Source: an optimization exercise on an open RTL-to-GDS flow (aim: a short achievable clock period and few clock cycles per item). Production flows keep margins and buffers that such runs may drop. At most, simulation tests tie the RTL to the original design; equivalence was not proved. Power figures rest on the tool's default switching activity, not on a simulated workload.

## main
## nezoba_core
module nezoba_core #(
    parameter integer N_BUTTONS          = 15,
    parameter [31:0]  DEBOUNCE_TICKS     = 32'd5000,
    parameter [31:0]  TURBO_PERIOD_TICKS = 32'd13300,
    parameter [31:0]  CFG_DEBOUNCE_TICKS = 32'd5000,
    parameter integer CFG_MAX_READS      = 0,
    parameter [0:0]   TURBO_PHASE_INIT   = 1'b0
) (
    input  wire        clk,
    input  wire        rst,           
    input  wire [31:0] now,
    output reg  [1:0]  exp_op,
    input  wire [7:0]  exp_data,
    input  wire        exp_done,
    output reg  [2:0]  pin_pullup,
    input  wire [2:0]  cfg_pin,
    output reg  [7:0]  evt,
    output reg         evt_valid,
    output wire        halted,
    output wire [1:0]  fault
);
    localparam [1:0] OP_NONE = 2'd0, OP_INIT = 2'd1, OP_READA = 2'd2, OP_READB = 2'd3;
    localparam [2:0] S_INIT = 3'd0, S_CFG = 3'd1, S_WAIT = 3'd2,
                     S_BEGIN = 3'd4, S_RUN = 3'd5, S_HALT = 3'd6;
    localparam [7:0] EV_BEGIN = 8'h00, EV_RELALL = 8'h20, EV_PRESS = 8'h40,
                     EV_DPAD  = 8'h60, EV_COMMIT = 8'h80, EV_DIAG  = 8'hE3;
    localparam integer NS  = 3 * N_BUTTONS;    
    localparam integer NSA = 24;               
    reg  [2:0]  st;
    reg         halt_r;
    reg  [31:0] now_r;           
    reg         cfg_prev;
    reg         cfg_prev_v;
    reg  [31:0] cfg_t;           
    reg  [31:0] cfg_tv;          
    reg         cfg_tw;          
    reg  [1:0]  cfg_wt;          
    reg  [3:0]  cfg_index;
    reg         turbo_phase;
    reg  [31:0] turbo_ts;
    reg  [31:0] turbo_tv;        
    reg         turbo_tw;        
    reg         turbo_upd;       
    reg         turbo_tvu;       
    reg         relall_pend;     
    reg         c1;              
    reg         c2;              
    reg         nv;              
    reg         b_ans;           
    reg         dpad_done;       
  ...
Size: about 2700 cells after synthesis, roughly 510 flip-flops, about 63 I/O pins, roughly 0.027 mm2 of cells after synthesis.
Settings: LEC_CHECK=0, CAP_MARGIN=20, CORE_MARGIN=2, CORE_UTILIZATION=70, PLACE_DENSITY=0.8, SLEW_MARGIN=20; clock period 11.0 ns.
standard.sh (not shown) runs the stock make flow with config.mk's settings and CLKGATE_MAP_FILE= SYNTH_SCRIPT=/design/flow/synth_recipe.tcl, a recipe that flattens the netlist after the stock synthesis.
==> flow/flow/run.sh <==
#!/bin/bash
set -euo pipefail
bash standard.sh SETUP_SLACK_MARGIN=7.8 MATCH_CELL_FOOTPRINT=0 \
    "BUFFER_PORTS_ARGS=-buffer_cell sky130_fd_sc_hd__buf_4" finish > standard_make.log 2>&1
Testbench counts of main, summed over its fixed seeds: cycles 3,187, iterations 480.
### main -> the feature branch
- swapping 0.8 for 0.6 in PLACE_DENSITY
- swapping 70 for 40 in CORE_UTILIZATION
[summary]
main ended up with reg -> reg as its critical setup path kind; the feature branch ended up with reg -> out. The feature branch against main: total internal power rose about 7%; fmax rose about 1.6%; logic depth of the worst setup path including buffers fell 9. Across both runs, fraction of power spent switching nets was lower for the feature branch than for main.

========
nezoba_core, a different RTL version from the one above (not shown whole).
Size in the first run: roughly 2100 cells after synthesis.
==> flow/config.mk <==
export PLATFORM = sky130hd
export DESIGN_NAME = nezoba_core
export DESIGN_NICKNAME = nezoba_core
export VERILOG_FILES = /design/flow/design.v
export SDC_FILE = /design/flow/constraint.sdc
export NUM_CORES = 4
export LEC_CHECK = 0
export ABC_CLOCK_PERIOD_IN_PS = 3000
export CAP_MARGIN = 20
export CORE_MARGIN = 2
export CORE_UTILIZATION = 40
export PLACE_DENSITY = 0.6
export SLEW_MARGIN = 20
==> flow/constraint.sdc <==
create_clock -name core_clock -period 11.0 [get_ports {clk}]
set_input_delay 2.2000 -clock core_clock [delete_from_list [all_inputs] [get_ports {clk}]]
set_output_delay 2.2000 -clock core_clock [all_outputs]
set_load 0.01 [all_outputs]
==> flow/flow/run.sh <==
#!/bin/bash
set -euo pipefail
bash standard.sh SETUP_SLACK_MARGIN=7.8 finish > standard_make.log 2>&1
The baseline finished with timing, DRC and antenna clean.
Then changed:
==> flow/run.sh (new file) <==
#!/bin/bash
# synth_recipe.tcl (not shown) runs the flow's synth.tcl, then flattens the netlist and writes it again
# the make line also repeats each setting of config.mk as NAME=value (left out here)
make -C /OpenROAD-flow-scripts/flow DESIGN_CONFIG=/design/flow/config.mk WORK_HOME=/design/flow/orfs CLKGATE_MAP_FILE= SYNTH_SCRIPT=/design/flow/synth_recipe.tcl finish
removed: flow/flow/run.sh
removed: flow/standard.sh
The changed run completed without violations; fmax came out lower by 16%; count of clock-buffer cells in the layout goes down by 4; cell count drops by 2.0%; power goes down by 3.5%; combinational power drops by 16%; design area came out lower by 6.7%; synthesized area does not change.
No functional check of the RTL was part of any run of this note.

========
nezoba_core, a different RTL version from the one above (not shown whole).
Size: roughly 2,400 cells after synthesis, ~510 flip-flops, ~63 I/O pins.
==> flow/design.v (excerpt) <==
module nezoba_core #(
    parameter integer N_BUTTONS          = 15,
    parameter [31:0]  DEBOUNCE_TICKS     = 32'd5000,
    parameter [31:0]  TURBO_PERIOD_TICKS = 32'd13300,
    parameter [31:0]  CFG_DEBOUNCE_TICKS = 32'd5000,
    parameter integer CFG_MAX_READS      = 0,
    parameter [0:0]   TURBO_PHASE_INIT   = 1'b0
) (
    input  wire        clk,
    input  wire        rst,           
    input  wire [31:0] now,
    output reg  [1:0]  exp_op,
    input  wire [7:0]  exp_data,
    input  wire        exp_done,
    output reg  [2:0]  pin_pullup,
    input  wire [2:0]  cfg_pin,
    output reg  [7:0]  evt,
    output reg         evt_valid,
    output wire        halted,
    output wire [1:0]  fault
);
    localparam [1:0] OP_NONE = 2'd0, OP_INIT = 2'd1, OP_READA = 2'd2, OP_READB = 2'd3;
    localparam [2:0] S_INIT = 3'd0, S_CFG = 3'd1, S_WAIT = 3'd2,
                     S_BEGIN = 3'd4, S_RUN = 3'd5, S_HALT = 3'd6;
    localparam [7:0] EV_BEGIN = 8'h00, EV_RELALL = 8'h20, EV_PRESS = 8'h40,
                     EV_DPAD  = 8'h60, EV_COMMIT = 8'h80, EV_DIAG  = 8'hE3;
    localparam integer NS  = 3 * N_BUTTONS;    
    localparam integer NSA = 24;               
    reg  [2:0]  st;
    reg         halt_r;
    reg  [31:0] now_r;           
    reg         cfg_prev;
  ...
clock: 11.0 ns
lec_check: 0
cap_margin: 20
core_margin: 2
core_utilization: 40
cts_cluster_diameter: 120
cts_cluster_size: 30
place_density: 0.6
slew_margin: 20
==> flow/flow/run.sh <==
#!/bin/bash
set -euo pipefail
bash standard.sh SETUP_SLACK_MARGIN=7.8 MATCH_CELL_FOOTPRINT=0 \
    "BUFFER_PORTS_ARGS=-buffer_cell sky130_fd_sc_hd__buf_4" finish > standard_make.log 2>&1
Testbench counts at the start, summed over its fixed seeds: cycles 3,187, iterations 480.
Next try:
- CTS_CLUSTER_DIAMETER: 120 -> unset
- CTS_CLUSTER_SIZE: 30 -> unset
- hold slack got worse by 0.011 ns
- clock skew decreases by 0.022 ns
- wire length increases by 2.0%

-- static timing again, ports no longer ideal --
Ports are ideal in the flow. The routed layouts listed here were re-timed in OpenROAD. Step 1: set_driving_cell puts a clkbuf_16 on clk and a buf_2 on each other input, an assumption about the parent block. Step 2, shift: input delay + t, output delay - t, t = (earliest + latest rising clock arrival at the registers) / 2. This alone moves slack from input paths to output paths. Slacks: ideal / step 1 / step 2; pairs: ideal / step 1.
run | shift t [ns] | setup WS [ns] | clock arrival spread, ns | slew at the worst register clock pin (ns)
main | 0.653 | 7.662 / 7.661 / 7.237 | 0.036 / 0.036 | 0.07 / 0.07
the feature branch | 0.669 | 7.714 / 7.652 / 7.459 | 0.016 / 0.015 | 0.07 / 0.07
the first run of note 2 | 0.639 | 6.726 / 6.726 / 6.397 | 0.035 / 0.035 | 0.06 / 0.06
the second run of note 2 | 0.637 | 5.934 / 5.965 / 5.329 | 0.036 / 0.037 | 0.06 / 0.06
the first run of note 3 | 0.621 | 7.704 / 7.645 / 7.354 | 0.046 / 0.046 | 0.12 / 0.12
the second run of note 3 | 0.651 | 7.717 / 7.658 / 7.371 | 0.019 / 0.018 | 0.07 / 0.07
After both steps setup and hold are still met in every run listed. The setup slack of the second run of note 2, which loses most, moves by +0.031 ns with the drivers and by -0.605 ns with both steps.
